This is an optimization exercise on Yosys and OpenROAD, whose aim is small area and a short achievable clock period, not a production implementation.
In this exercise RTL edits were held to simulation tests only and were not proved equivalent to the original.
Power is estimated from default activity; no workload was simulated.

[flow/run.sh]
#!/bin/bash
# synth_recipe.tcl (not shown) runs the flow's synth.tcl, then flattens the netlist and writes it again
# the make line also repeats each setting of config.mk as NAME=value (left out here)
make -C /OpenROAD-flow-scripts/flow DESIGN_CONFIG=/design/flow/config.mk WORK_HOME=/design/flow/orfs CLKGATE_MAP_FILE= SYNTH_SCRIPT=/design/flow/synth_recipe.tcl finish
[flow/constraint.sdc]
create_clock -name core_clock -period 12.0 [get_ports {clk}]
set_input_delay 2.4000 -clock core_clock [delete_from_list [all_inputs] [get_ports {clk}]]
set_output_delay 2.4000 -clock core_clock [all_outputs]
set_load 0.01 [all_outputs]
[flow/config.mk]
export PLATFORM = sky130hd
export DESIGN_NAME = sbus_fsv
export DESIGN_NICKNAME = sbus_fsv
export VERILOG_FILES = /design/flow/design.v
export SDC_FILE = /design/flow/constraint.sdc
export NUM_CORES = 4
export LEC_CHECK = 0
export CAP_MARGIN = 20
export CORE_AREA = 2 2 448 448
export DIE_AREA = 0 0 450 450
export SLEW_MARGIN = 20
[flow/design.v]
module sbus_tracker #(
    parameter integer N        = 10,
    parameter integer ACTIVE   = 1811,
    parameter integer RELEASED = 174,
    parameter integer SUM_W    = 15,
    parameter integer WP_W     = 4
) (
    input  wire             clk,
    input  wire             rst,
    input  wire             add,       
    input  wire [10:0]      sample,
    output reg  [SUM_W-1:0] sum_o,
    output reg              maj_o
);
    localparam integer MAJ_THRESH = (N / 2) * ACTIVE + ((N + 1) / 2) * RELEASED;
    reg [11*N-1:0] win;    
    reg [WP_W-1:0] fill;   
    wire        full  = (fill == N);
    wire [10:0] leave = full ? win[11*(N-1) +: 11] : RELEASED[10:0];
    wire [SUM_W-1:0] rest = sum_o - {{(SUM_W-11){1'b0}}, leave};
    wire [SUM_W-1:0] nsum = rest + {{(SUM_W-11){1'b0}}, sample};
    always @(posedge clk) begin
        if (add)
            win <= {win[11*(N-1)-1:0], sample};
    end
    always @(posedge clk) begin
        if (rst) begin
            fill  <= {WP_W{1'b0}};
            sum_o <= N * RELEASED;
            maj_o <= (N * RELEASED > MAJ_THRESH);
        end else if (add) begin
            if (!full)
                fill <= fill + 1'b1;
            sum_o <= nsum;
            maj_o <= (nsum > MAJ_THRESH);
        end
    end
endmodule
module sbus_tri_cls #(
    parameter integer K              = 4,
    parameter integer CNT_W          = 2,
    parameter integer UP_ENTER_RAW   = 1356,
    parameter integer DOWN_ENTER_RAW = 542,
    parameter integer UP_EXIT_RAW    = 1113,
    parameter integer DOWN_EXIT_RAW  = 870
) (
    input  wire        clk,
    input  wire        rst,
    input  wire        step,      
    input  wire [10:0] raw,
    output reg  [1:0]  mode_o
);
    localparam [1:0] DOWN = 2'd0, MID = 2'd1, UP = 2'd2;
    reg [CNT_W-1:0] cnt;
    reg             pup;
    wire up_cand    = (raw >= UP_ENTER_RAW);
    wire down_cand  = (raw <= DOWN_ENTER_RAW);
    wire up_leave   = (raw <= UP_EXIT_RAW);
    wire down_leave = (raw >= DOWN_EXIT_RAW);
    wire in_mid = mode_o[0];
    wire in_up  = mode_o[1];
    wire cand   = up_cand | down_cand;            
    wire same   = (cnt != 0) && (pup == up_cand);
    wire leave  = in_up ? up_leave : down_leave;
    always @(posedge clk) begin
        if (rst) begin
            mode_o <= MID;
            cnt    <= {CNT_W{1'b0}};
            pup    <= 1'b0;
        end else if (step) begin
            if (in_mid) begin
                if (!cand) begin
                    cnt <= {CNT_W{1'b0}};
                end else if (same) begin
                    if (cnt == K - 1) begin
                        mode_o <= up_cand ? UP : DOWN;
                        cnt    <= {CNT_W{1'b0}};
                    end else begin
                        cnt <= cnt + 1'b1;
                    end
                end else begin
                    cnt <= 1;
                    pup <= up_cand;
                end
            end else begin
                if (leave) begin
                    if (cnt == K - 1) begin
                        mode_o <= MID;
                        cnt    <= {CNT_W{1'b0}};
                    end else begin
                        cnt <= cnt + 1'b1;
                    end
                end else begin
                    cnt <= {CNT_W{1'b0}};
                end
            end
        end
    end
endmodule
module sbus_bin_cls #(
    parameter integer K         = 4,
    parameter integer CNT_W     = 2,
    parameter integer ENTER_RAW = 1154,
    parameter integer EXIT_RAW  = 828
) (
    input  wire        clk,
    input  wire        rst,
    input  wire        step,      
    input  wire [10:0] raw,
    output reg         mode_o
);
    reg [CNT_W-1:0] cnt;
    wire hit = mode_o ? (raw <= EXIT_RAW) : (raw >= ENTER_RAW);
    always @(posedge clk) begin
        if (rst) begin
            mode_o <= 1'b0;
            cnt    <= {CNT_W{1'b0}};
        end else if (step) begin
            if (hit) begin
                if (cnt == K - 1) begin
                    mode_o <= ~mode_o;
                    cnt    <= {CNT_W{1'b0}};
                end else begin
                    cnt <= cnt + 1'b1;
                end
            end else begin
                cnt <= {CNT_W{1'b0}};
            end
        end
    end
endmodule
module sbus_fsv (
    input  wire         clk,
    input  wire         rst,
    input  wire         cmd_valid,
    input  wire [31:0]  cmd,
    input  wire [175:0] enc_ch,
    input  wire         enc_d17,
    input  wire         enc_d18,
    input  wire [1:0]   enc_st,
    output wire [199:0] frame_o,
    output wire         frame_ready_o,
    output wire [175:0] cs_ch_o,
    output wire         cs_d17_o,
    output wire         cs_d18_o,
    output wire [1:0]   cs_status_o,
    output wire [199:0] tx_frame_o,
    output wire [239:0] trk_sum_o,
    output wire [15:0]  trk_maj_o,
    output wire [3:0]   tri_mode_o,
    output wire [3:0]   bin_mode_o,
    output wire [15:0]  status_o,
    output wire [15:0]  desync_count_o,
    output wire [6:0]   evt_o
);
    localparam integer NT = 16;
    localparam integer NS = 2;
    localparam integer NB = 4;
    localparam integer K  = 4;
    localparam integer CNT_W = 2;
    localparam integer N  = 10;
    localparam integer SUM_W = 15;
    localparam [3:0] OP_NOP    = 4'h0,
                     OP_PUSH   = 4'h1,
                     OP_GAP    = 4'h2,
                     OP_DECODE = 4'h3,
                     OP_ENCODE = 4'h4,
                     OP_TADD   = 4'h5,
                     OP_TRI    = 4'h6,
                     OP_BIN    = 4'h7;
    localparam [1:0] CAUSE_NONE = 2'd0, CAUSE_BAD_END = 2'd1,
                     CAUSE_OVERRUN = 2'd2, CAUSE_GAP = 2'd3;
    wire [3:0]  op   = cmd[3:0];
    wire [3:0]  unit = cmd[7:4];
    wire [10:0] val  = cmd[18:8];
    wire [7:0]  byt  = cmd[15:8];
    wire is_push   = cmd_valid && (op == OP_PUSH);
    wire is_gap    = cmd_valid && (op == OP_GAP);
    wire is_decode = cmd_valid && (op == OP_DECODE);
    wire is_encode = cmd_valid && (op == OP_ENCODE);
    wire is_tadd   = cmd_valid && (op == OP_TADD);
    wire is_tri    = cmd_valid && (op == OP_TRI)  && (unit < NS);
    wire is_bin    = cmd_valid && (op == OP_BIN)  && (unit < NB);
    wire is_bad    = cmd_valid && (op[3] ||
                                   ((op == OP_TRI)  && !(unit < NS)) ||
                                   ((op == OP_BIN)  && !(unit < NB)));
    reg [4:0]   asm_cnt;
    reg         sync;            
    reg [183:0] stage;           
    reg [183:0] frame;           
    reg         frame_v;         
    reg         frame_ready;
    reg [15:0]  desync_count;
    reg [1:0]   last_cause;
    reg         bad_cmd;
    reg [175:0] cs_ch;
    reg         cs_d17, cs_d18;
    reg [1:0]   cs_status;
    reg [175:0] tx_ch;
    reg [3:0]   tx_flags;
    reg         tx_v;
    reg [6:0]   evt;
    wire at_last     = (asm_cnt == 5'd24);
    wire byte_zero   = (byt == 8'h00);
    wire last_byte   = is_push && at_last;
    wire end_bad     = last_byte && !byte_zero;
    wire end_overrun = last_byte && byte_zero && frame_ready;
    wire commit      = last_byte && byte_zero && !frame_ready;
    wire gap_desync  = is_gap && sync;
    wire       desync       = end_bad || end_overrun || gap_desync;
    wire [1:0] desync_cause = end_bad ? CAUSE_BAD_END :
                              end_overrun ? CAUSE_OVERRUN : CAUSE_GAP;
    wire consume = is_decode && frame_ready;
    wire start   = !sync && (byt == 8'h0F);
    wire advance = sync && !at_last;
    wire [175:0] payload = frame[175:0];      
    wire [7:0]   flags   = frame[183:176];    
    wire [1:0]   dec_status = flags[3] ? 2'd2 : flags[2] ? 2'd1 : 2'd0;
    wire enc_lost = (enc_st != 2'd0);
    wire enc_fs   = enc_st[1];
    integer i;
    always @(posedge clk) begin
        for (i = 1; i < 24; i = i + 1)
            if (asm_cnt == i)
                stage[8*(i-1) +: 8] <= byt;
    end
    always @(posedge clk) begin
        if (rst) begin
            asm_cnt      <= 5'd0;
            sync         <= 1'b0;
            frame        <= 184'd0;
            frame_v      <= 1'b0;
            frame_ready  <= 1'b0;
            desync_count <= 16'd0;
            last_cause   <= CAUSE_NONE;
            bad_cmd      <= 1'b0;
            cs_ch        <= 176'd0;
            cs_d17       <= 1'b0;
            cs_d18       <= 1'b0;
            cs_status    <= 2'd2;
            tx_ch        <= 176'd0;
            tx_flags     <= 4'd0;
            tx_v         <= 1'b0;
            evt          <= 7'd0;
        end else begin
            if ((is_push && (start || advance)) || (is_push && at_last) || gap_desync) begin
                if (is_push && start) begin
                    asm_cnt <= 5'd1;
                    sync    <= 1'b1;
                end else if (is_push && advance) begin
                    asm_cnt <= asm_cnt + 5'd1;
                end else begin
                    asm_cnt <= 5'd0;
                    sync    <= 1'b0;
                end
            end
            if (commit) begin
                frame       <= stage;
                frame_v     <= 1'b1;
                frame_ready <= 1'b1;
            end
            if (desync) begin
                if (desync_count != 16'hFFFF)
                    desync_count <= desync_count + 16'd1;
                last_cause <= desync_cause;
            end
            if (consume) begin
                cs_ch       <= payload;
                cs_d17      <= flags[0];
                cs_d18      <= flags[1];
                cs_status   <= dec_status;
                frame_ready <= 1'b0;
            end
            if (is_encode) begin
                tx_ch    <= enc_ch;
                tx_flags <= {enc_fs, enc_lost, enc_d18, enc_d17};
                tx_v     <= 1'b1;
            end
            if (is_bad)
                bad_cmd <= 1'b1;
            evt <= {is_bad, is_encode, consume,
                    desync ? desync_cause : 2'd0, desync, commit};
        end
    end
    genvar g;
    generate
        for (g = 0; g < NT; g = g + 1) begin : g_trk
            sbus_tracker #(
                .N(N), .ACTIVE(1811), .RELEASED(174), .SUM_W(SUM_W), .WP_W(4)
            ) u_trk (
                .clk(clk), .rst(rst),
                .add(is_tadd && (unit == g)),
                .sample(val),
                .sum_o(trk_sum_o[SUM_W*g +: SUM_W]),
                .maj_o(trk_maj_o[g])
            );
        end
        for (g = 0; g < NS; g = g + 1) begin : g_tri
            sbus_tri_cls #(.K(K), .CNT_W(CNT_W)) u_tri (
                .clk(clk), .rst(rst),
                .step(is_tri && (unit == g)),
                .raw(val),
                .mode_o(tri_mode_o[2*g +: 2])
            );
        end
        for (g = 0; g < NB; g = g + 1) begin : g_bin
            sbus_bin_cls #(.K(K), .CNT_W(CNT_W)) u_bin (
                .clk(clk), .rst(rst),
                .step(is_bin && (unit == g)),
                .raw(val),
                .mode_o(bin_mode_o[g])
            );
        end
    endgenerate
    assign frame_o        = {8'h00, frame, 4'h0, {4{frame_v}}};
    assign frame_ready_o  = frame_ready;
    assign cs_ch_o        = cs_ch;
    assign cs_d17_o       = cs_d17;
    assign cs_d18_o       = cs_d18;
    assign cs_status_o    = cs_status;
    assign tx_frame_o     = {8'h00, 4'h0, tx_flags, tx_ch, 4'h0, {4{tx_v}}};
    assign desync_count_o = desync_count;
    assign evt_o          = evt;
    assign status_o       = {4'b0000, bad_cmd, asm_cnt, cs_status, last_cause,
                             sync, frame_ready};
endmodule
==> impl_results.md, run 1 <==
* Crit-path max FO at 71
* Worst Tran Pin Value at 1.41 ns
* Worst R2R Start: g_trk[14].u_trk.fill[0]$_SDFFE_PP0P_
* Most used DFF post-synth: edfxtp_1
* Post-CTS setup buffers at 0
* Hold WC Path Type: reg2reg
* Final hold vios at 0
* Clock root cell: clkbuf_16
* Final instance area at 0.131 mm2
* Max-Cap Viols at 0
* CP required at 12.54 ns
* Antenna viol nets, final at 0
* Row Count at 163
* Gr ovfl total at 0
* Die Span Y at 450 um
* Final Cycle Share at 52.4%
* Setup TNS at 0 ns
* Reg2Reg Depth at 14
* Clk buf depth at 4
* Vias in the first global route at 64,400
* Largest net degree at the start of global routing at 219
* Pleak at 45.7 nW
* Starting Density at 55.2%
* Total Routing Usage GR at 29.5%
* Normalized max-slew margin at 6.29%
* Seq/Total Area, Yosys at 70.5%
* CTS sink count at 2,865
* Post-synth EDFFs at 1,944
* Number of vias per cell at 5.51
* Synthesis-stage register bit count at 2,865
* Pwr/cell area at 153 mW/mm2
* Post-Syn Area at 0.109 mm2
* WHS at 0.385 ns
* Core area at 0.197 mm2
* Post-cts sizing count at 0
* CTS tree: done
* Min Tclk post-route at 6.29 ns
* Post-DP Area at 0.122 mm2
* Max-slew violations at 0
* IO Port Bufs at 1,053
* Unrepaired setup endpoints after global routing: no
* Crit path DAT at 6.83 ns
* Nets@finish at 10,200
* Critical path class: in2reg
* Most frequent cells in the layout: edfxtp_1, nand2_1, clkdlybuf4s50_1, dfxtp_1, a21oi_1
* Worst vdd ir at 0.161 mV
* Avg WL per Cell at 24.7 um
* Layout Skew at 0.0334 ns
* Fraction of layout instances using a drive strength above 1 at 6.13%
* FMAX at 0.159 GHz
* Reg2reg end: g_trk[14].u_trk.maj_o$_SDFFE_PP0P_
* H-tree Lvls at 5
* CTS Buf Count at 304
* Detailed-placement wirelength estimate at 215,000 um
* Synth cell types at 84
* Initial DRC count at 6,499
* Total Routed Length at 305,000 um
* Worst hold endpoint: g_trk[1].u_trk.win[24]$_DFFE_PP_
* Startpoint types: input pin
* Drt drc at 0
* Synthesized instance count at 8,370
* Hold Startpoint: g_trk[1].u_trk.win[13]$_DFFE_PP_
* Most common cell after layout, fill and taps aside: edfxtp_1
* IO Count at 1,099
* Placer Congestion at 0.986
* Yosys synthesis warning count at 4
* Worst hold path depth at 0
* Final setup viols at 0
* Routed vias at 68,100
* Syn_area_per_cell at 13.0 um2
* Skew-Pair Late Insertion Delay at 0.92 ns
* Pre-Repair DR Iteration Count at 6
* Fill cell count at 14,600
* Die Wd at 450 um
* Die area at 0.203 mm2
* CTS clk-pin slew, worst paths at 0.06 ns
* Post-CTS Hold Buffers at 0
* Crit. End Element: flip-flop
* Antenna violations before repair at 39
* Layout area overhead at 20.6%
* First-pass GRT wire length at 436,000 um
* Asr flop ratio synth at 0%
* FF-to-FF setup slack at 7.48 ns
* Status: complete, no violations
-- metrics by stage --
step | utilization (%) | power, mW | instances | worst slack (ns)
after CTS | 66.5 | 20.3 | 12300 | 5.43
after global placement | 61.8 | 11.4 | 11800 | 4.43
after global routing | 66.6 | 20.8 | 12400 | 5.55
after detailed placement | 61.8 | 11.4 | 11800 | 4.41
final | 66.6 | 20.1 | 12400 | 5.71
after floorplan | - | 11.1 | 8401 | 4.82
-- worst max path at each step --
stage | start | end
CTS | cmd[1] | g_trk[3].u_trk.fill[3]$_SDFFE_PP0P_
global placement | cmd[1] | g_trk[3].u_trk.fill[3]$_SDFFE_PP0P_
global route | cmd[9] | g_trk[14].u_trk.maj_o$_SDFFE_PP0P_
finish | cmd[0] | g_trk[2].u_trk.win[55]$_DFFE_PP_
detailed placement | cmd[1] | g_trk[3].u_trk.fill[3]$_SDFFE_PP0P_
floorplan | cmd[3] | g_trk[15].u_trk.win[0]$_DFFE_PP_
-- power breakdown --
part	total [mW]	switching [mW]	internal, mW	leakage [nW]
logic	0.783	0.495	0.287	16.2
clock network	8.90	3.71	5.19	4.59
registers	10.5	0.00939	10.4	24.9
-- cells by family (layout without fill, tap and decap cells) --
kind of cell / Yosys count / after routing / share of synthesized area, %
flops: 2865 / 2865 / 70.5
simple gates: 2541 / 2541 / 10.0
compound gates: 1418 / 1418 / 7.81
buf+inv: 833 / 2132 / 3.13
fa+ha+maj: 462 / 462 / 6.52
xor+xnor: 232 / 232 / 1.86
mux: 18 / 18 / 0.166
other cells: 1 / 56 / 0.00344
-- critical path, cell delays in order --
cell             delay [ns]
clkdlybuf4s50_1        0.70
nand2b_1               0.24
nor4_1                 0.90
nand2_1                0.87
inv_4                  0.83
buf_4                  0.78
-- area by class of cell --
| type | instances | area (um2) | area share, % |
|---|---|---|---|
| clock buffers | 404 | 8350 | 6.35 |
| flip-flops and latches | 2865 | 76800 | 58.4 |
| multi-input cells | 4703 | 28900 | 22.0 |
| inverters | 473 | 1820 | 1.38 |
| well taps | 2640 | 3300 | 2.51 |
| diodes | 24 | 60.1 | 0.0457 |
| clock inverters | 127 | 1050 | 0.800 |
| repair buffers | 1128 | 11100 | 8.47 |
-- cell usage after synthesis, types with 44 or more instances --
cell	number	share of area [%]
edfxtp_1	1944	54
nand2_1	1482	5.1
dfxtp_1	921	17
a21oi_1	801	3.7
nor2_1	476	1.6
inv_1	466	1.6
ha_1	286	3.3
clkbuf_1	264	0.91
fa_1	176	3.2
xor2_1	131	1.1
o21ai_0	120	0.55
and2_1	113	0.65
xnor2_1	101	0.81
nor3_1	93	0.43
o211ai_1	82	0.56
a211oi_1	78	0.54
nand3_1	78	0.36
buf_4	70	0.48
a21o_1	49	0.34
o21a_1	44	0.30
-- registers in the layout, indices dropped and copies added, names as in the netlist, 5 cells and up --
signal / flops
asm_cnt: 5
cs_ch: 176
desync_count: 16
evt: 7
frame: 184
g_bin.u_bin.cnt: 8
g_trk.u_trk.fill: 64
g_trk.u_trk.maj_o: 16
g_trk.u_trk.sum_o: 240
g_trk.u_trk.win: 1760
stage: 184
tx_ch: 176
-- routing by layer --
metal,up-vias,share of wire (%),global-route usage [%]
met5,-,0.0043,0
met3,525,11,10.9
li1,31600,-,-
met2,2474,43,42.7
met1,33500,41,40.1
met4,2,4.6,13.0
==> run 2: changes to the inputs <==
==> flow/flow/run.sh (new file) <==
#!/bin/bash
set -euo pipefail
MARGIN=${MARGIN:-8}
bash standard.sh SETUP_SLACK_MARGIN=$MARGIN TNS_END_PERCENT=100 finish > standard.log 2>&1
==> flow/standard.sh (new file) <==
#!/bin/bash
# synth_recipe.tcl (not shown) runs the flow's synth.tcl, then flattens the netlist and writes it again
# the make line also repeats each setting of config.mk as NAME=value (left out here)
make -C /OpenROAD-flow-scripts/flow DESIGN_CONFIG=/design/flow/config.mk WORK_HOME=/design/flow/orfs CLKGATE_MAP_FILE= SYNTH_SCRIPT=/design/flow/synth_recipe.tcl "${@:-finish}"
--- a/flow/config.mk
+++ b/flow/config.mk
@@ -5,7 +5,7 @@
 export SDC_FILE = /design/flow/constraint.sdc
 export NUM_CORES = 4
 export LEC_CHECK = 0
-export CAP_MARGIN = 20
+export CAP_MARGIN = 40
 export CORE_AREA = 2 2 448 448
 export DIE_AREA = 0 0 450 450
-export SLEW_MARGIN = 20
+export SLEW_MARGIN = 40
removed: flow/run.sh
==> run 2 against run 1 <==
  * Still clean on timing, DRC and antenna
  * Area after synthesis unchanged
  * Design area up 7.6%
  * Count of clock-buffer cells in the layout down 4
  * Flip-flop and latch count unchanged
  * Via count up 4.8%
  * Synthesized cell count unchanged
  * Sequential power about the same
  * Largest cell class unchanged
  * Critical path depth up 7
  * Sequential share of layout area down 3.7 points
==> impl_results.md, run 2 <==
* Synth cell types at 84
* Worst hold path depth at 0
* Worst Tran Pin Value at 0.870 ns
* Startpoint types: input pin
* Routed vias at 71,400
* Most frequent cells in the layout: edfxtp_1, nand2_1, a21oi_1, dfxtp_1, nor2_1
* Antenna viol nets, final at 0
* Avg WL per Cell at 26.0 um
* Die area at 0.203 mm2
* Post-CTS Hold Buffers at 0
* Commonest cells post-synth: edfxtp_1, nand2_1, dfxtp_1
* CTS tree: done
* Post-Syn Area at 0.109 mm2
* Drt drc at 0
* Total Routing Usage GR at 31.6%
* Synthesis-stage register bit count at 2,865
* Area share of the largest cell type after synthesis at 53.6%
* Most common cell after layout, fill and taps aside: edfxtp_1
* Count leader, synth: edfxtp_1
* Register area at 0.0774 mm2
* Vias in the first global route at 68,500
* Final instance area at 0.141 mm2
* Layout area overhead at 29.8%
* Crit. End Element: flip-flop
* Starting Density at 55.2%
* CTS sink count at 2,865
* CP required at 12.77 ns
* Max-slew violations at 0
* Synthesized instance count at 8,370
* IO Count at 1,099
* Antenna violations before repair at 28
* Core area at 0.197 mm2
* Cell taking the most area after synthesis: edfxtp_1
* Setup TNS at 0 ns
* Crit path DAT at 5.61 ns
* Unrepaired setup endpoints after global routing: yes
* IO Port Bufs at 1,053
* Final setup viols at 0
* Die Wd at 450 um
* First-pass GRT wire length at 465,000 um
* Post-DP Area at 0.124 mm2
* Initial DRC count at 6,951
* Max reg flops at 1,760
* Fraction of layout instances using a drive strength above 1 at 25.5%
* Status: complete, no violations
* Crit-path max FO at 6
* Asr flop ratio synth at 0%
* Max-Cap Viols at 0
* Biggest registers after layout: g_trk.u_trk.win (1760), g_trk.u_trk.sum_o (240)
* Pleak at 50.9 nW
* CTS Buf Count at 303
* Min Tclk post-route at 4.84 ns
* Area of the multi-input gates at 0.0338 mm2
* Pwr/cell area at 146 mW/mm2
* Row Count at 163
* Pre-Repair DR Iteration Count at 8
* Normalized max-slew margin at 40.5%
* Clk buf depth at 4
* Skew-Pair Late Insertion Delay at 0.92 ns
* H-tree Lvls at 5
* Largest net degree at the start of global routing at 196
* Critical path class: in2reg
* Post-synth EDFFs at 1,944
* Detailed-placement wirelength estimate at 210,000 um
* FMAX at 0.207 GHz
* Final Cycle Share at 40.4%
* Total Routed Length at 331,000 um
* Die Span Y at 450 um
* Clock root cell: clkbuf_16
* Placer Congestion at 1.03
* Fill cell count at 13,500
* Reg2Reg Depth at 16
* Largest Register: g_trk.u_trk.win
* Util after Layout at 71.6%
* Hold WC Path Type: reg2reg
* Synth top area cells: edfxtp_1, dfxtp_1, nand2_1, a21oi_1, ha_1
* Number of vias per cell at 5.60
* Nets@finish at 10,600
* Syn_area_per_cell at 13.0 um2
* Seq/Total Area, Yosys at 70.5%
* Final hold vios at 0
* Worst vdd ir at 0.151 mV
* Layout Skew at 0.0490 ns
* Gr ovfl total at 0
* Most used DFF post-synth: edfxtp_1
* Yosys synthesis warning count at 4
* CTS clk-pin slew, worst paths at 0.06 ns
## run 2: cell counts after synthesis
No cell type changed its count.
## run 2: worst paths after layout
path | slack [ns] | startpoint | endpoint
max reg2reg | 7.87 | g_trk[11].u_trk.fill[0]$_SDFFE_PP0P_ | g_trk[11].u_trk.maj_o$_SDFFE_PP0P_
max | 7.16 | cmd[9] | g_trk[14].u_trk.maj_o$_SDFFE_PP0P_
min | 0.39 | g_trk[15].u_trk.win[10]$_DFFE_PP_ | g_trk[15].u_trk.win[21]$_DFFE_PP_
min reg2reg | 0.39 | g_trk[15].u_trk.win[10]$_DFFE_PP_ | g_trk[15].u_trk.win[21]$_DFFE_PP_
## run 2: cells by family (layout without fill, tap and decap cells)
kind of cell	Yosys count	in the layout	synth area share, %
flip-flops	2865	2865	70.5
AND/OR/NAND/NOR	2541	2545	10.0
AO/OA/AOI/OAI	1418	1418	7.81
buffers and inverters	833	2526	3.13
adder cells (fa/ha/maj)	462	462	6.52
XOR/XNOR	232	232	1.86
multiplexers	18	18	0.166
other	1	53	0.00344
## run 2: routing by layer
metal  vias up  track usage [%]  share of wire (%)
li1      32400                -                  -
met4         0             15.7                5.7
met1     35600             41.6                 40
met2      2728             48.2                 45
met5         -                0                  0
met3       648             8.96                9.0
## run 2: critical path: stages
cell and delay (ns):
buf_16 0.13, buf_16 0.20, fa_2 0.57, inv_2 0.05, fa_2 0.38, nand2b_4 0.16
a211oi_4 0.28, o41a_1 0.24, a21oi_2 0.09, or3_4 0.40, xnor2_2 0.16, o31a_1 0.24
o31a_1 0.23
## run 2: layout make-up
class	instances	area share [%]
clock inverters	127	0.789
repair buffers	1511	10.7
well taps	2640	2.34
multi-input cells	4707	23.9
diodes	21	0.0372
clock buffers	400	5.87
inverters	473	1.50
flip-flops and latches	2865	54.8
repair inverters	15	0.107
## run 2: metrics by stage
step | cells | total power [mW] | hold slack, ns | worst slack [ns]
3_5_place_dp | 11800 | 11.5 | 0.405 | 5.14
4_1_cts | 12600 | 20.7 | 0.379 | 7.28
5_1_grt | 12800 | 21.3 | 0.397 | 7.12
3_3_place_gp | 11800 | 11.5 | 0.400 | 4.85
2_1_floorplan | 8401 | 11.2 | 0.400 | 6.55
6_report | 12800 | 20.7 | 0.386 | 7.16
## run 2: power breakdown
part	switching, mW	leakage [nW]	internal [mW]	total (mW)
clock network	3.73	4.63	5.25	8.98
logic	0.680	21.3	0.568	1.25
registers	0.00923	25.0	10.4	10.4
total	4.42	50.9	16.2	20.7
## run 2: what timing repair did
action,in CTS,in global routing
cloned,38,10
endpoints found under the setup margin,3323,727
gates resized for setup,3650,390
setup buffers,263,99
pin swaps,310,239
==> run 3: changes to the inputs <==
--- a/flow/design.v
+++ b/flow/design.v
@@ -14,25 +14,26 @@
 );
     localparam integer MAJ_THRESH = (N / 2) * ACTIVE + ((N + 1) / 2) * RELEASED;
     reg [11*N-1:0] win;    
-    reg [WP_W-1:0] fill;   
-    wire        full  = (fill == N);
-    wire [10:0] leave = full ? win[11*(N-1) +: 11] : RELEASED[10:0];
-    wire [SUM_W-1:0] rest = sum_o - {{(SUM_W-11){1'b0}}, leave};
-    wire [SUM_W-1:0] nsum = rest + {{(SUM_W-11){1'b0}}, sample};
-    always @(posedge clk) begin
-        if (add)
-            win <= {win[11*(N-1)-1:0], sample};
-    end
+    wire [10:0]      leave = win[11*(N-1) +: 11];
+    wire [SUM_W-1:0] rest  = sum_o - {{(SUM_W-11){1'b0}}, leave};
+    wire [SUM_W-1:0] nsum  = rest + {{(SUM_W-11){1'b0}}, sample};
+    localparam integer LO = MAJ_THRESH - 2046;
+    wire        below = (rest < LO);
+    wire        above = (rest > MAJ_THRESH);
+    wire [10:0] r     = rest[10:0] - LO[10:0];
+    wire [11:0] rc    = {1'b0, r} + {1'b0, sample} + 12'd1;
+    wire        nmaj  = above | (~below & rc[11]);
+    integer j;
     always @(posedge clk) begin
         if (rst) begin
-            fill  <= {WP_W{1'b0}};
+            for (j = 0; j < N; j = j + 1)
+                win[11*j +: 11] <= RELEASED[10:0];
             sum_o <= N * RELEASED;
             maj_o <= (N * RELEASED > MAJ_THRESH);
         end else if (add) begin
-            if (!full)
-                fill <= fill + 1'b1;
+            win   <= {win[11*(N-1)-1:0], sample};
             sum_o <= nsum;
-            maj_o <= (nsum > MAJ_THRESH);
+            maj_o <= nmaj;
         end
     end
 endmodule
==> flow/flow/run.sh (replaced) <==
#!/bin/bash
set -euo pipefail
bash standard.sh SETUP_SLACK_MARGIN=7.8 TNS_END_PERCENT=100 \
  "BUFFER_PORTS_ARGS=-buffer_cell sky130_fd_sc_hd__buf_1" finish > standard.log 2>&1
--- a/flow/config.mk
+++ b/flow/config.mk
@@ -7,5 +7,8 @@
 export LEC_CHECK = 0
 export CAP_MARGIN = 40
 export CORE_AREA = 2 2 448 448
+export CTS_BUF_LIST = sky130_fd_sc_hd__clkbuf_16
+export CTS_CLUSTER_DIAMETER = 60
+export CTS_CLUSTER_SIZE = 24
 export DIE_AREA = 0 0 450 450
 export SLEW_MARGIN = 40
==> run 3 against run 2 <==
  * Still clean
  * Power down 18%
  * Clock power fell by 26%
  * Worst setup slack better by 0.31 ns
  * Critical path depth is 2 higher
==> impl_results.md, run 3 <==
* Status: complete, no violations
* FF-to-FF setup slack at 7.66 ns
* H-tree Lvls at 4
* Pre-Repair DR Iteration Count at 6
* Number of vias per cell at 5.92
* Nets@finish at 16,600
* Design Power at 17.0 mW
* CP required at 12.79 ns
* Setup TNS at 0 ns
* Worst path max stage delay at 0.35 ns
* Max-Cap Viols at 0
* Vias in the first global route at 101,000
* Post-DP Area at 0.127 mm2
* Max reg flops at 1,760
* Post-Synth Simple-Gate Area at 23.5%
* Reg2reg end: g_trk[12].u_trk.sum_o[12]$_SDFFE_PP0P_
* Cell taking the most area after synthesis: dfxtp_1
* Crit-path max FO at 8
* Gr ovfl total at 0
* Util after Layout at 69.9%
* Most frequent cells in the layout: nand2_1, dfxtp_1, a21oi_1, buf_1, nand3_1
* Dpl ws at 5.44 ns
* Pleak at 52.8 nW
* Clock root cell: clkbuf_16
* Total Routing Usage GR at 37.9%
* WHS at 0.437 ns
* Synth cell types at 92
* WP buf/inv at 3
* Routed vias at 110,000
* Startpoint types: input pin
* Initial DRC count at 11,000
* Worst hold endpoint: g_trk[10].u_trk.win[37]$_SDFFE_PP0P_
* Min Tclk post-route at 4.54 ns
* Detailed-placement wirelength estimate at 276,000 um
* Normalized max-slew margin at 31.6%
* Worst Setup SP: cmd[8]
* Non-Filler Instances at 18,500
* Layout area overhead at 13.9%
* Asr flop ratio synth at 0%
* Post-synth EDFFs at 184
* Synthesis-stage register bit count at 2,801
* Drt drc at 0
* Crit path DAT at 5.32 ns
* Synthesized instance count at 15,100
* CTS sink count at 2,801
* Core area at 0.197 mm2
* Xor/xnor share of the synthesized area at 3.54%
* Largest family of logic cells by synthesized area: simple AND/OR/NAND/NOR gates
* Total Routed Length at 410,000 um
* Final hold vios at 0
* Most used DFF post-synth: dfxtp_1
* Die Span Y at 450 um
* Worst R2R Start: g_trk[12].u_trk.sum_o[0]$_SDFFE_PP0P_
* Worst vdd ir at 0.162 mV
* Avg WL per Cell at 22.1 um
* FMAX at 0.220 GHz
* Post-synthesis mux area share at 0.188%
* Most common cell after layout, fill and taps aside: nand2_1
* Largest net degree at the start of global routing at 207
* Clk buf depth at 3
* Count leader, synth: nand2_1
* Placer Congestion at 1.20
* Antenna viol nets, final at 0
* CTS Buf Count at 179
* Antenna violations before repair at 21
* Critical path class: in2reg
* Most used cell, CP: buf_16
* CTS tree: done
* Pwr/cell area at 124 mW/mm2
* Starting Density at 61.3%
* Skew-Pair Late Insertion Delay at 0.87 ns
* Reg2Reg Depth at 16
* Compound-Gate Fraction of Synth Area at 14.1%
* Row Count at 163
* Worst hold path depth at 2
* Final setup viols at 0
* Layout Skew at 0.0414 ns
* Placed cells at 18,000
* Hold Startpoint: g_trk[10].u_trk.win[26]$_SDFFE_PP0P_
* IO Port Bufs at 1,053
* Final Cycle Share at 37.8%
* Synth top area cells: dfxtp_1, nand2_1, a21oi_1, ha_1, edfxtp_1
* First-pass GRT wire length at 595,000 um
* Fraction of layout instances using a drive strength above 1 at 7.07%
* Worst Tran Pin Value at 1.03 ns
* Final WS setup at 7.46 ns
* Post-Syn Area at 0.121 mm2
* IO Count at 1,099
* Seq/Total Area, Yosys at 47.8%
* Biggest registers after layout: g_trk.u_trk.win (1760), g_trk.u_trk.sum_o (240)
* CTS clk-pin slew, worst paths at 0.09 ns
* Max-slew violations at 0
* Commonest cells post-synth: nand2_1, dfxtp_1, a21oi_1
* Yosys synthesis warning count at 4
* Family with the most delay on the worst path: compound AO/OA/AOI/OAI gates
* Crit path max-delay cell type: fa_2
* Largest Register: g_trk.u_trk.win
* Crit. End Element: flip-flop
* Die area at 0.203 mm2
* Critical path, cell by cell: clkbuf_16, buf_16, buf_16, ha_4, fa_2, a21o_1, a211oi_2, nor2_2, o41a_1, a41o_1, o21ai_2, nand2b_4, mux2i_2, or3_1, nand2_1
* Die Wd at 450 um
* Adder-Cell Fraction of Synth Area at 6.46%
* Syn_area_per_cell at 8.01 um2
* Area share of the largest cell type after synthesis at 43.3%
* Unrepaired setup endpoints after global routing: yes
* Hold WC Path Type: reg2reg
* Final instance area at 0.138 mm2
==> run 3: changes by cell type after synthesis, moves of 65 or more <==
cell / change
o211ai_1: +92
and2_1: -65
nand2_1: +3484
edfxtp_1: -1760
a21oi_1: +1114
o21ai_0: +173
ha_1: +288
xnor2_1: +198
dfxtp_1: +1696
fa_1: -144
clkbuf_1: +613
inv_1: -99
nand3_1: +767
==> run 3: kinds of logic after synthesis <==
group,count (synthesis)
XOR/XNOR,490
multiplexers,22
adder cells (fa/ha/maj),606
buffers and inverters,1345
AO/OA/AOI/OAI,2971
flip-flops,2801
AND/OR/NAND/NOR,6879
other,1
==> run 3: per-layer routing <==
metal	part of all wire, %	global-route usage (%)	routed length [um]	vias up
met5	0.0032	0	13	-
met1	40	48.6	165000	52700
met4	7.2	22.9	29600	2
met3	7.9	7.04	32200	1013
li1	-	-	-	51600
met2	45	59.6	183000	4369
==> run 3: how the worst max path moves through the flow <==
stage / end / slack, ns / cells past startpoint
global placement: frame[118]$_SDFFE_PP0P_ / 5.45 / 8
finish: g_trk[15].u_trk.sum_o[14]$_SDFFE_PP0P_ / 7.46 / 15
global route: g_trk[12].u_trk.sum_o[12]$_SDFFE_PP0P_ / 7.38 / 14
detailed placement: g_trk[11].u_trk.sum_o[12]$_SDFFE_PP0P_ / 5.44 / 14
CTS: g_trk[11].u_trk.sum_o[12]$_SDFFE_PP0P_ / 7.46 / 14
floorplan: g_trk[3].u_trk.sum_o[12]$_SDFFE_PP0P_ / 7.13 / 12
==> run 3: what timing repair did <==
action,4_1_cts,5_1_grt
resized for setup,251,319
gates cloned,22,11
buffers inserted,104,97
hold buffers,0,0
pin swaps,89,181
endpoints found under the setup margin,2045,931
hold endpoints to repair,0,0
==> run 3: where the power goes <==
part	internal, mW	switching, mW	leakage, nW
clock network	3.11	3.58	3.02
logic	0.320	0.627	27.0
registers	9.40	0.0106	22.8
==> run 3: layout make-up <==
| class | count | area (um2) |
|---|---|---|
| inverter | 368 | 1400 |
| sequential | 2801 | 57900 |
| antenna | 12 | 30.0 |
| tap | 2640 | 3300 |
| multi-input combinational | 11000 | 60700 |
| clock inverter | 129 | 1530 |
| fill | 14800 | 59500 |
| timing repair buffer | 1389 | 8480 |
| clock buffer | 182 | 4550 |
==> run 3: worst register-to-register path: stages, from the launching register on <==
cell and delay, ns:
dfxtp_1 0.35, inv_1 0.07, ha_1 0.17, inv_1 0.06
fa_1 0.39, a21o_1 0.20, a221oi_2 0.45, a221o_1 0.26
nand2_1 0.10, nor4_2 0.51, ha_1 0.39, and3_1 0.25
a311oi_4 0.34, nor2_1 0.09, xor2_1 0.17, or3_1 0.33
a21oi_2 0.13
==> run 4: changes to the inputs <==
--- a/flow/config.mk
+++ b/flow/config.mk
@@ -7,8 +7,8 @@
 export LEC_CHECK = 0
 export CAP_MARGIN = 40
 export CORE_AREA = 2 2 448 448
-export CTS_BUF_LIST = sky130_fd_sc_hd__clkbuf_16
-export CTS_CLUSTER_DIAMETER = 60
-export CTS_CLUSTER_SIZE = 24
+export CTS_BUF_LIST = sky130_fd_sc_hd__clkbuf_8
+export CTS_CLUSTER_DIAMETER = 45
+export CTS_CLUSTER_SIZE = 14
 export DIE_AREA = 0 0 450 450
 export SLEW_MARGIN = 40
==> run 4 against run 3 <==
  * Design area down 0.26%
  * Synthesized cell count unchanged
  * Critical path type unchanged
  * Via count shrank 0.43%
  * Worst setup slack improved by 0.20 ns
  * Area after synthesis did not move
  * Routed wire length down 1.8%
  * Register-to-register slack better by 0.19 ns
  * Largest power group unchanged
  * Clock skew increased by 0.030 ns
  * Global-route usage is 0.20 points lower
  * Critical endpoint is now g_trk[12].u_trk.sum_o[12]$_SDFFE_PP0P_
  * Power increased by 1.8%
  * Flip-flop and latch count did not move
  * Highest routed layer unchanged
  * Sequential power about the same
  * Largest cell class unchanged
==> impl_results.md, run 4 <==
* Adder-Cell Fraction of Synth Area at 6.46%
* Final setup viols at 0
* First-pass GRT wire length at 594,000 um
* Worst Tran Pin Value at 0.949 ns
* Critical path, cell by cell: clkbuf_16, buf_16, buf_6, ha_4, fa_2, a21o_1, a21oi_2, o21ai_1, or4_4, a311oi_4, nor2_1, xor2_1, or3_1, a21oi_2
* Unrepaired setup endpoints after global routing: yes
* Worst path max stage delay at 0.47 ns
* Post-Syn Area at 0.121 mm2
* Post-synthesis mux area share at 0.188%
* Drt drc at 0
* Skew-Pair Late Insertion Delay at 1.09 ns
* Asr flop ratio synth at 0%
* Starting Density at 61.3%
* Antenna violations before repair at 17
* Layout Skew at 0.0712 ns
* Synthesized instance count at 15,100
* Crit path max-delay cell type: or4_4
* Syn_area_per_cell at 8.01 um2
* Area share of the largest cell type after synthesis at 43.3%
* Post-Synth Simple-Gate Area at 23.5%
* Min Tclk post-route at 4.33 ns
* Post-CTS Hold Buffers at 0
* Most common cell after layout, fill and taps aside: nand2_1
* Status: complete, no violations
* Pre-Repair DR Iteration Count at 6
* Most frequent cells in the layout: nand2_1, dfxtp_1, a21oi_1, nand3_1, buf_1
* WHS at 0.402 ns
* Fraction of layout instances using a drive strength above 1 at 8.98%
* Startpoint types: input pin
* Antenna viol nets, final at 0
* Post-DP Area at 0.127 mm2
* Clock root cell: clkbuf_8
* Worst vdd ir at 0.110 mV
* Synthesis-stage register bit count at 2,801
* Final Cycle Share at 36.1%
* Core area at 0.197 mm2
* Seq/Total Area, Yosys at 47.8%
* Count leader, synth: nand2_1
* Max-Cap Viols at 0
* Gr ovfl total at 0
* Clk buf depth at 4
* Vias in the first global route at 101,000
* Nets@finish at 16,600
* Compound-Gate Fraction of Synth Area at 14.1%
* Cell taking the most area after synthesis: dfxtp_1
* Die area at 0.203 mm2
* Die Span Y at 450 um
* Max-slew violations at 0
* Initial DRC count at 10,600
* Crit-path max FO at 7
* Post-synth EDFFs at 184
* Number of vias per cell at 5.85
* Pwr/cell area at 126 mW/mm2
* Max reg flops at 1,760
* Critical path class: in2reg
* Avg WL per Cell at 21.6 um
* CTS sink count at 2,801
* Largest net degree at the start of global routing at 207
* Layout area overhead at 13.6%
* Pleak at 53.5 nW
* H-tree Lvls at 5
* Total Routing Usage GR at 37.7%
* Hold WC Path Type: reg2reg
* CTS clk-pin slew, worst paths at 0.09 ns
* Die Wd at 450 um
* Routed vias at 109,000
* Biggest registers after layout: g_trk.u_trk.win (1760), g_trk.u_trk.sum_o (240)
* Commonest cells post-synth: nand2_1, dfxtp_1, a21oi_1
* Synth cell types at 92
* Final instance area at 0.138 mm2
* Detailed-placement wirelength estimate at 276,000 um
* Crit path DAT at 5.30 ns
* FMAX at 0.231 GHz
* Setup TNS at 0 ns
* Synth top area cells: dfxtp_1, nand2_1, a21oi_1, ha_1, edfxtp_1
* CTS Buf Count at 325
* Row Count at 163
* Xor/xnor share of the synthesized area at 3.54%
* Yosys synthesis warning count at 4
* Most used DFF post-synth: dfxtp_1
* IO Port Bufs at 1,053
* Final hold vios at 0
* Crit. End Element: flip-flop
* Normalized max-slew margin at 36.7%
* CP required at 12.97 ns
* Placer Congestion at 1.20
* CTS tree: done
* Largest family of logic cells by synthesized area: simple AND/OR/NAND/NOR gates
* Largest Register: g_trk.u_trk.win
* IO Count at 1,099
* Total Routed Length at 403,000 um
* Most used cell, CP: a21oi_2
==> run 4: cell counts after synthesis <==
No cell type changed its count.
==> run 4: path summary, 6_finish.rpt <==
path / slack [ns] / endpoint / startpoint / depth (start not counted)
max: 7.67 / g_trk[12].u_trk.sum_o[12]$_SDFFE_PP0P_ / cmd[8] / 14
min: 0.40 / g_trk[13].u_trk.win[22]$_SDFFE_PP0P_ / g_trk[13].u_trk.win[11]$_SDFFE_PP0P_ / 2
max reg2reg: 7.85 / g_trk[8].u_trk.sum_o[12]$_SDFFE_PP0P_ / g_trk[8].u_trk.sum_o[0]$_SDFFE_PP0P_ / 19
min reg2reg: 0.40 / g_trk[13].u_trk.win[22]$_SDFFE_PP0P_ / g_trk[13].u_trk.win[11]$_SDFFE_PP0P_ / 2
==> run 4: critical path: cells and delay by family <==
kind,cells,cell delay (ns)
xor gates and xnor gates,1,0.17
and+or+nand+nor,3,0.89
adders and majority gates,2,0.52
AOI/OAI and AO/OA,5,0.83
buffers and inverters,3,0.46
==> run 4: routing by layer <==
| layer | track usage (%) | vias to the layer above | routed length [um] |
|---|---|---|---|
| met5 | 0 | - | 13 |
| met4 | 23.0 | 2 | 27700 |
| met2 | 59.2 | 4161 | 180000 |
| met1 | 48.6 | 52300 | 164000 |
| met3 | 6.77 | 1012 | 30800 |
| li1 | - | 51700 | - |
==> run 4: final cells by class <==
class | count | area [um2]
multi-input cells | 11000 | 60400
fillers | 14900 | 59900
repair buffers | 1292 | 7600
diodes | 15 | 37.5
clock inverters | 181 | 1980
well taps | 2640 | 3300
inverters | 368 | 1400
clock buffers | 354 | 4870
flip-flops and latches | 2801 | 58000
==> run 4: cells by family after synthesis <==
kind of cell / after synthesis
and+or+nand+nor: 6879
adders and majority gates: 606
DFF: 2801
xor gates and xnor gates: 490
muxes: 22
other: 1
buffers and inverters: 1345
AOI/OAI and AO/OA: 2971
==> run 4: repair_timing <==
action                     in CTS  in global routing
setup buffers                  54                 57
resized for setup             522                176
pin swaps                      62                 88
setup endpoints to repair    2011                621
cloned                         21                  1
==> run 4: power by group <==
| group | total [mW] | switching, mW | internal (mW) |
|---|---|---|---|
| clock | 7.06 | 3.66 | 3.40 |
| sequential | 9.41 | 0.0104 | 9.40 |
| combinational | 0.878 | 0.597 | 0.281 |
| total | 17.3 | 4.27 | 13.1 |
==> run 4: metrics by stage <==
stage | instances | utilization (%) | setup WS, ns | power (mW)
2_1_floorplan | 15100 | - | 7.13 | 10.1
6_report | 18700 | 69.7 | 7.67 | 17.3
5_1_grt | 18700 | 69.7 | 7.60 | 17.8
4_1_cts | 18600 | 68.9 | 7.65 | 17.3
3_5_place_dp | 18000 | 64.3 | 5.44 | 10.4
3_3_place_gp | 18000 | 64.2 | 5.45 | 10.3
==> run 5: changes to the inputs <==
==> flow/flow/run.sh (replaced) <==
#!/bin/bash
set -euo pipefail
bash standard.sh SETUP_SLACK_MARGIN=8.1 TNS_END_PERCENT=100 \
  "BUFFER_PORTS_ARGS=-buffer_cell sky130_fd_sc_hd__buf_1" finish > standard.log 2>&1
==> run 5 against run 4 <==
  * The flow now stops in 5_1_grt
  * Synthesized cell count is the same
  * Area after synthesis unchanged
==> impl_results.md, run 5 <==
* Status: aborted with a tool error
* Failed at: 5_1_grt
* Tool Error: [ERROR GRT-0116] Global routing finished with congestion. Check the congestion regions in the DRC Viewer.
* Clk buf depth at 4
* Detailed-placement wirelength estimate at 289,000 um
* CTS Buf Count at 314
* Post-CTS Hold Buffers at 0
* Syn_area_per_cell at 8.01 um2
* IO Port Bufs at 1,053
* Die Wd at 450 um
* Total Routing Usage GR at 65.9%
* IO Count at 1,099
* Most used DFF post-synth: dfxtp_1
* Starting Density at 61.3%
* Synthesis-stage register bit count at 2,801
* Area share of the largest cell type after synthesis at 43.3%
* Gr ovfl total at 266
* Count leader, synth: nand2_1
* Post-Syn Area at 0.121 mm2
* Asr flop ratio synth at 0%
* CTS sink count at 2,801
* Synthesized instance count at 15,100
* Synth cell types at 92
* Synth top area cells: dfxtp_1, nand2_1, a21oi_1, ha_1, edfxtp_1
* Yosys synthesis warning count at 4
* First-pass GRT wire length at 985,000 um
* Die Span Y at 450 um
* Placer Congestion at 1.20
* Clock root cell: clkbuf_8
* Row Count at 163
* Largest net degree at the start of global routing at 223
* Cell taking the most area after synthesis: dfxtp_1
* Post-synth EDFFs at 184
* Vias in the first global route at 140,000
* Dpl ws at 5.34 ns
* Seq/Total Area, Yosys at 47.8%
* H-tree Lvls at 5
* Commonest cells post-synth: nand2_1, dfxtp_1, a21oi_1
run 5: cell counts after synthesis:
Identical to the previous run, type by type.
run 5: worst max path at each step:
stage,from,endpoint,slack (ns),depth (start not counted)
2_1_floorplan,cmd[8],g_trk[3].u_trk.sum_o[12]$_SDFFE_PP0P_,7.13,12
3_3_place_gp,cmd[12],g_trk[11].u_trk.sum_o[12]$_SDFFE_PP0P_,5.46,13
3_5_place_dp,cmd[12],g_trk[11].u_trk.sum_o[12]$_SDFFE_PP0P_,5.34,13
4_1_cts,cmd[8],g_trk[3].u_trk.sum_o[12]$_SDFFE_PP0P_,7.57,15
run 5: what timing repair did:
item	in CTS
pin swaps	140
gates cloned	28
endpoints found under the setup margin	3273
gates resized for setup	3544
hold endpoints to repair	0
buffers inserted	644
run 5: cells by family after synthesis:
group,synth area share [%]
buf+inv,4.39
compound gates,14.1
flops,47.8
other cells,0.00310
fa+ha+maj,6.46
mux,0.188
simple gates,23.5
xor+xnor,3.54
run 5: power by group through the flow:
stage / clock, mW / sequential (mW) / combinational (mW)
2_1_floorplan: 0 / 9.63 / 0.483
3_3_place_gp: 0 / 9.63 / 0.716
3_5_place_dp: 0 / 9.63 / 0.749
4_1_cts: 6.63 / 9.38 / 0.911
run 5: metal layers:
metal,GRT overflow,GRT usage [%]
met1,38,68.6
met2,113,84.1
met3,28,48.7
met4,87,55.6
met5,0,31.1
run 5: per-stage QoR:
stage | utilization [%] | instances | cell area [um2] | hold WS, ns
after detailed placement | 64.9 | 18000 | 128000 | 0.441
after global placement | 64.8 | 18000 | 128000 | 0.431
after floorplan | - | 15100 | 127000 | 0.428
after CTS | 75.9 | 19100 | 150000 | 0.411
==> run 6: changes to the inputs <==
==> flow/flow/run.sh (replaced) <==
#!/bin/bash
set -euo pipefail
bash standard.sh SETUP_SLACK_MARGIN=7.8 TNS_END_PERCENT=100 \
  "BUFFER_PORTS_ARGS=-buffer_cell sky130_fd_sc_hd__buf_1" finish > standard.log 2>&1
--- a/flow/config.mk
+++ b/flow/config.mk
@@ -6,9 +6,9 @@
 export NUM_CORES = 4
 export LEC_CHECK = 0
 export CAP_MARGIN = 40
-export CORE_AREA = 2 2 448 448
+export CORE_AREA = 2 2 468 468
 export CTS_BUF_LIST = sky130_fd_sc_hd__clkbuf_8
 export CTS_CLUSTER_DIAMETER = 45
 export CTS_CLUSTER_SIZE = 14
-export DIE_AREA = 0 0 450 450
+export DIE_AREA = 0 0 470 470
 export SLEW_MARGIN = 40
==> run 6 against run 5 <==
  * Now clean on timing, DRC and antenna
  * Area after synthesis unchanged
  * Synthesized cell count unchanged
==> impl_results.md, run 6 <==
* Detailed-placement wirelength estimate at 270,000 um
* Worst path max stage delay at 0.54 ns
* Setup TNS at 0 ns
* Fraction of layout instances using a drive strength above 1 at 9.56%
* Normalized max-slew margin at 32.2%
* Total Routed Length at 399,000 um
* Synthesized instance count at 15,100
* Routed vias at 108,000
* CTS tree: done
* Seq/Total Area, Yosys at 47.8%
* Total Routing Usage GR at 34.0%
* Crit. End Element: flip-flop
* Crit path DAT at 5.45 ns
* Placer Congestion at 1.06
* Clk buf depth at 4
* Max-slew violations at 0
* Final setup viols at 0
* Post-synth EDFFs at 184
* WP buf/inv at 2
* Yosys synthesis warning count at 4
* Synth cell types at 92
* Avg WL per Cell at 21.0 um
* Crit path max-delay cell type: ha_1
* Most frequent cells in the layout: nand2_1, dfxtp_1, a21oi_1, nand3_1, buf_1
* Die Span Y at 470 um
* Pre-Repair DR Iteration Count at 8
* Initial DRC count at 8,831
* Antenna violations before repair at 33
* Most used DFF post-synth: dfxtp_1
* Startpoint types: input pin
* Hold WC Path Type: reg2reg
* H-tree Lvls at 5
* FMAX at 0.224 GHz
* Largest net degree at the start of global routing at 182
* Asr flop ratio synth at 0%
* Unrepaired setup endpoints after global routing: yes
* Gr ovfl total at 0
* WHS at 0.407 ns
* Cell taking the most area after synthesis: dfxtp_1
* Biggest registers after layout: g_trk.u_trk.win (1760), g_trk.u_trk.sum_o (240)
* Max reg flops at 1,760
* Pleak at 54.0 nW
* Status: complete, no violations
* Max-Cap Viols at 0
* First-pass GRT wire length at 585,000 um
* Most common cell after layout, fill and taps aside: nand2_1
* Critical path, cell by cell: clkbuf_4, buf_16, ha_1, and3_1, o21a_1, a21oi_1, o21bai_1, or4b_4, nand2_1, xnor2_1, or3_1, a21oi_1
* Nets@finish at 16,700
* Layout Skew at 0.0918 ns
* Most used cell, CP: a21oi_1
* IO Count at 1,099
* Syn_area_per_cell at 8.01 um2
* Count leader, synth: nand2_1
* Worst Tran Pin Value at 1.02 ns
* Clock root cell: clkbuf_8
* Area share of the largest cell type after synthesis at 43.3%
* Crit-path max FO at 55
* Largest Register: g_trk.u_trk.win
* Starting Density at 55.9%
* Post-CTS Hold Buffers at 0
* Final Cycle Share at 37.3%
* CTS sink count at 2,801
* CTS Buf Count at 350
* Skew-Pair Late Insertion Delay at 1.13 ns
* Post-Syn Area at 0.121 mm2
* Worst vdd ir at 0.142 mV
* Antenna viol nets, final at 0
* Die area at 0.221 mm2
* Synth top area cells: dfxtp_1, nand2_1, a21oi_1, ha_1, edfxtp_1
* Commonest cells post-synth: nand2_1, dfxtp_1, a21oi_1
* Vias in the first global route at 99,000
* Drt drc at 0
* Row Count at 171
* Family with the most delay on the worst path: simple AND/OR/NAND/NOR gates
* Core area at 0.217 mm2
* Die Wd at 470 um
* Critical path class: in2reg
* Layout area overhead at 14.6%
* Number of vias per cell at 5.67
* Pwr/cell area at 128 mW/mm2
* Final hold vios at 0
* Synthesis-stage register bit count at 2,801
* CTS clk-pin slew, worst paths at 0.08 ns
* IO Port Bufs at 1,053
* Min Tclk post-route at 4.47 ns
* CP required at 12.98 ns
[run 6: through the flow]
stage / cells / utilization [%] / total power [mW] / setup slack [ns] / area [um2]
global route: 19000 / 64.1 / 18.3 / 7.52 / 139000
CTS: 18900 / 63.2 / 17.8 / 7.55 / 137000
global placement: 18200 / 58.6 / 10.3 / 5.68 / 127000
floorplan: 15100 / - / 10.1 / 7.13 / 122000
finish: 19000 / 64.1 / 17.8 / 7.53 / 139000
detailed placement: 18200 / 58.8 / 10.4 / 5.60 / 127000
[run 6: cell families (layout without fill, tap and decap cells)]
kind of cell    Yosys count  after routing  synth area share, %
compound gates         2971           2971                 14.1
xor+xnor                490            490                 3.54
other cells               1             49              0.00310
mux                      22             22                0.188
simple gates           6879           6886                 23.5
flops                  2801           2801                 47.8
fa+ha+maj               606            606                 6.46
buf+inv                1345           2296                 4.39
[run 6: path summary, 6_finish.rpt]
check	to	start	slack [ns]	depth (start not counted)
max	g_trk[8].u_trk.sum_o[12]$_SDFFE_PP0P_	cmd[15]	7.53	12
max reg2reg	g_trk[4].u_trk.maj_o$_SDFFE_PP0P_	g_trk[4].u_trk.sum_o[0]$_SDFFE_PP0P_	7.66	19
min	g_trk[2].u_trk.win[74]$_SDFFE_PP0P_	g_trk[2].u_trk.win[63]$_SDFFE_PP0P_	0.41	2
min reg2reg	g_trk[2].u_trk.win[74]$_SDFFE_PP0P_	g_trk[2].u_trk.win[63]$_SDFFE_PP0P_	0.41	2
[run 6: power by group]
part | internal (mW) | switching (mW)
Clock | 3.68 | 3.83
Sequential | 9.40 | 0.0100
Combinational | 0.279 | 0.589
Total | 13.4 | 4.43
[run 6: timing repair]
action,CTS,global route
setup endpoints to repair,1411,936
resized for setup,479,208
pin swaps,45,103
cloned,12,8
setup buffers,59,86
[run 6: final cells by class]
type	instances	area (um2)
inverters	368	1400
multi-input cells	11000	60300
fillers	18000	77700
flip-flops and latches	2801	58000
repair buffers	1326	7930
clock inverters	213	2200
well taps	2854	3570
clock buffers	389	5350
diodes	17	42.5
[run 6: per-layer routing]
metal	global-route usage (%)	wire [um]	vias up	part of all wire [%]
li1	-	-	51900	-
met1	44.0	168000	51500	42
met2	55.2	184000	3386	46
met3	5.27	24900	851	6.2
met4	17.1	22700	4	5.7
met5	0	27	-	0.0068
[run 6: tightest hold or removal path, delay by kind of cell, from the launching register on]
family | cells | cell delay (ns)
flops | 1 | 0.32
simple gates | 1 | 0.06
compound gates | 1 | 0.05
==> run 7: changes to the inputs <==
--- a/flow/design.v
+++ b/flow/design.v
@@ -16,13 +16,47 @@
     reg [11*N-1:0] win;    
     wire [10:0]      leave = win[11*(N-1) +: 11];
     wire [SUM_W-1:0] rest  = sum_o - {{(SUM_W-11){1'b0}}, leave};
-    wire [SUM_W-1:0] nsum  = rest + {{(SUM_W-11){1'b0}}, sample};
+    wire [SUM_W-1:0] ad_b = {{(SUM_W-11){1'b0}}, sample};
+    wire [SUM_W-1:0] ad_g = rest & ad_b;
+    wire [SUM_W-1:0] ad_p = rest ^ ad_b;
+    reg  [SUM_W-1:0] pg, pp, ng, np;
+    integer l, i, k;
+    always @* begin
+        pg = ad_g;
+        pp = ad_p;
+        for (l = 0; (1 << l) < SUM_W; l = l + 1) begin
+            ng = pg;
+            np = pp;
+            for (i = 0; i < SUM_W; i = i + 1)
+                if ((i >> l) & 1) begin
+                    k = ((i >> l) << l) - 1;
+                    ng[i] = pg[i] | (pp[i] & pg[k]);
+                    np[i] = pp[i] & pp[k];
+                end
+            pg = ng;
+            pp = np;
+        end
+    end
+    wire [SUM_W-1:0] nsum = ad_p ^ {pg[SUM_W-2:0], 1'b0};
     localparam integer LO = MAJ_THRESH - 2046;
     wire        below = (rest < LO);
     wire        above = (rest > MAJ_THRESH);
     wire [10:0] r     = rest[10:0] - LO[10:0];
-    wire [11:0] rc    = {1'b0, r} + {1'b0, sample} + 12'd1;
-    wire        nmaj  = above | (~below & rc[11]);
+    reg  [10:0] cg, cp;
+    integer m, n;
+    always @* begin
+        cg = r & sample;
+        cp = r ^ sample;
+        for (m = 1; m < 11; m = m * 2)
+            for (n = 0; n + m < 11; n = n + 2 * m) begin
+                cg[n + m] = cg[n + m] | (cp[n + m] & cg[n]);
+                cp[n + m] = cp[n + m] & cp[n];
+                cg[n] = cg[n + m];
+                cp[n] = cp[n + m];
+            end
+    end
+    wire        rc11  = cg[0] | cp[0];
+    wire        nmaj  = above | (~below & rc11);
     integer j;
     always @(posedge clk) begin
         if (rst) begin
--- a/flow/config.mk
+++ b/flow/config.mk
@@ -6,9 +6,9 @@
 export NUM_CORES = 4
 export LEC_CHECK = 0
 export CAP_MARGIN = 40
-export CORE_AREA = 2 2 468 468
+export CORE_AREA = 2 2 448 448
 export CTS_BUF_LIST = sky130_fd_sc_hd__clkbuf_8
 export CTS_CLUSTER_DIAMETER = 45
 export CTS_CLUSTER_SIZE = 14
-export DIE_AREA = 0 0 470 470
+export DIE_AREA = 0 0 450 450
 export SLEW_MARGIN = 40
==> run 7 against run 6 <==
  * Clock power is 8.3% lower
  * Largest power group unchanged
  * Utilization is 5.1 points higher
  * Critical endpoint is now g_trk[2].u_trk.sum_o[14]$_SDFFE_PP0P_
  * Non-clock buffer count up 16
  * Area after synthesis decreased by 1.2%
  * Worst setup slack lost 0.025 ns
==> impl_results.md, run 7 <==
* Crit path DAT at 5.45 ns
* Largest Register: g_trk.u_trk.win
* Total Routing Usage GR at 42.4%
* Max-Cap Viols at 0
* Number of vias per cell at 6.17
* Most Crowded Layer GR: met2
* Yosys synthesis warning count at 4
* CP required at 12.95 ns
* Syn_area_per_cell at 8.12 um2
* Final setup viols at 0
* Synth cell types at 89
* Die Wd at 450 um
* Startpoint types: input pin
* Antenna violations before repair at 86
* Fill cell count at 13,700
* Unrepaired setup endpoints after global routing: yes
* Fraction of layout instances using a drive strength above 1 at 10.1%
* Final Cycle Share at 37.5%
* Skew-Pair Late Insertion Delay at 1.13 ns
* FMAX at 0.222 GHz
* Max-slew violations at 0
* Util after Layout at 69.2%
* Detailed-placement wirelength estimate at 303,000 um
* Placed cells at 17,600
* Post-Syn Area at 0.120 mm2
* Worst vdd ir at 0.114 mV
* Routed vias at 113,000
* Pre-Repair DR Iteration Count at 13
* Final hold vios at 0
* Biggest registers after layout: g_trk.u_trk.win (1760), g_trk.u_trk.sum_o (240)
* Cell taking the most area after synthesis: dfxtp_1
* Area share of the largest cell type after synthesis at 43.8%
* Gr ovfl total at 0
* Crit. End Element: flip-flop
* Post-synth EDFFs at 184
* Worst Tran Pin Value at 1.05 ns
* Met2 Usage GRT at 64.3%
* Clock root cell: clkbuf_8
* Vias in the first global route at 104,000
* Initial DRC count at 15,900
* Avg WL per Cell at 25.6 um
* Pleak at 53.1 nW
* Synthesized instance count at 14,700
* Row Count at 163
* Commonest cells post-synth: nand2_1, dfxtp_1, a21oi_1
* Layout Skew at 0.112 ns
* CTS tree: done
* Most used DFF post-synth: dfxtp_1
* IO Port Bufs at 1,053
* Die Span Y at 450 um
* CTS clk-pin slew, worst paths at 0.09 ns
* Non-Filler Instances at 18,400
* GR Util met1 at 50.7%
* Largest net degree at the start of global routing at 212
* Seq/Total Area, Yosys at 48.4%
* IO Count at 1,099
* Most frequent cells in the layout: nand2_1, dfxtp_1, a21oi_1, nand3_1, buf_1
* Post-CTS Hold Buffers at 0
* Crit-path max FO at 81
* Core area at 0.197 mm2
* Synthesis-stage register bit count at 2,801
* CTS sink count at 2,801
* Design Power at 17.1 mW
* Hold WC Path Type: reg2reg
* Count leader, synth: nand2_1
* Asr flop ratio synth at 0%
* Worst hold path depth at 2
* CTS Buf Count at 323
* Met3 Usage GRT at 13.7%
* Normalized max-slew margin at 30.3%
* Pwr/cell area at 125 mW/mm2
* H-tree Lvls at 5
* Drt drc at 0
* Clk buf depth at 4
* Most common cell after layout, fill and taps aside: nand2_1
* Nets@finish at 16,300
* Total Routed Length at 471,000 um
* WHS at 0.409 ns
* Critical path class: in2reg
* Reg2Reg Depth at 16
* Starting Density at 60.6%
* First-pass GRT wire length at 649,000 um
* Min Tclk post-route at 4.50 ns
* Status: complete, no violations
* Antenna viol nets, final at 0
* Max reg flops at 1,760
* Synth top area cells: dfxtp_1, nand2_1, a21oi_1, ha_1, edfxtp_1
* Placer Congestion at 1.23
* Setup TNS at 0 ns
* Die area at 0.203 mm2
* Layout area overhead at 14.2%
run 7: through the flow:
stage | instance area [um2] | setup WS [ns]
after floorplan | 121000 | 7.11
after global placement | 125000 | 5.78
after detailed placement | 125000 | 5.74
after CTS | 134000 | 7.61
after global routing | 137000 | 7.35
final | 137000 | 7.50
run 7: final cells by class:
class                   instances  area (um2)  area share (%)
clock inverters               165        1580            1.16
flip-flops and latches       2801       58100            42.5
inverters                     335        1280           0.934
diodes                         42         105          0.0769
well taps                    2640        3300            2.42
clock buffers                 353        4860            3.56
repair buffers               1342        8420            6.16
multi-input cells           10700       59000            43.2
run 7: kinds of logic after synthesis:
family | after synthesis | synth area share [%]
xor+xnor | 437 | 3.20
mux | 23 | 0.200
flops | 2801 | 48.4
compound gates | 2876 | 13.9
fa+ha+maj | 638 | 7.17
simple gates | 6672 | 22.9
buf+inv | 1298 | 4.30
other cells | 1 | 0.00313
run 7: worst max-delay path: stages:
cell and delay, ns:
buf_2 0.78, inv_1 0.29, nor2_1 0.23, buf_4 0.29
nand2_8 0.28, buf_6 0.39, nor2_1 0.16, o31ai_1 0.08
o21ai_1 0.09, mux2_1 0.33
run 7: report_power, final:
part | switching (mW) | internal, mW | leakage, nW | total (mW)
clock network | 3.74 | 3.15 | 3.42 | 6.89
registers | 0.0129 | 9.39 | 22.8 | 9.41
logic | 0.578 | 0.256 | 26.8 | 0.834
total | 4.33 | 12.8 | 53.1 | 17.1
run 7: final timing paths:
kind	startpoint	to	slack (ns)
min reg2reg	g_trk[3].u_trk.win[19]$_SDFFE_PP0P_	g_trk[3].u_trk.win[30]$_SDFFE_PP0P_	0.41
min	g_trk[3].u_trk.win[19]$_SDFFE_PP0P_	g_trk[3].u_trk.win[30]$_SDFFE_PP0P_	0.41
max	cmd[5]	g_trk[2].u_trk.sum_o[14]$_SDFFE_PP0P_	7.50
max reg2reg	g_trk[2].u_trk.sum_o[0]$_SDFFE_PP0P_	g_trk[2].u_trk.maj_o$_SDFFE_PP0P_	7.69
run 7: layer usage:
layer	vias up	part of all wire, %
met4	26	9.1
met3	2144	12
met5	-	0.049
met2	6991	43
met1	53600	36
li1	50600	-
run 7: repair_timing:
item | in CTS | in global routing
pin swaps | 47 | 106
setup endpoints to repair | 2134 | 1462
buffers inserted | 59 | 100
gates cloned | 12 | 9
gates resized for setup | 667 | 340

==> afterwards: timing with drivers on the ports <==
How much do the figures lean on ideal ports? The routed layouts below were timed once more, with nothing changed but the port constraints.
Step 1 sets driving cells, clkbuf_16 on the clock port and buf_2 on the other inputs (assumed; they add their load-dependent delay and slew).
Step 2 moves the port delays by t, midway between the first and last clock arrival at a register: inputs arrive t later, outputs are due t later. That takes back most of the time a late clock gives input paths.
a / b / c = ideal ports / drivers / drivers and shift; a / b = the first two.
| run | t, ns | slack for setup (ns) | worst setup path after step 2 |
|---|---|---|---|
| run 1 | 0.968 | 5.710 / 5.669 / 4.701 | input to register |
| run 2 | 0.965 | 7.158 / 7.013 / 6.048 | input to register |
| run 3 | 0.964 | 7.464 / 7.340 / 6.376 | input to register |
| run 4 | 1.155 | 7.667 / 7.455 / 6.301 | input to register |
| run 6 | 1.167 | 7.529 / 7.522 / 6.355 | input to register |
| run 7 | 1.179 | 7.504 / 7.411 / 6.232 | input to register |
After both steps setup and hold are still met in every run listed. The setup slack of run 4, which loses most, moves by -0.212 ns with the drivers and by -1.366 ns with both steps.
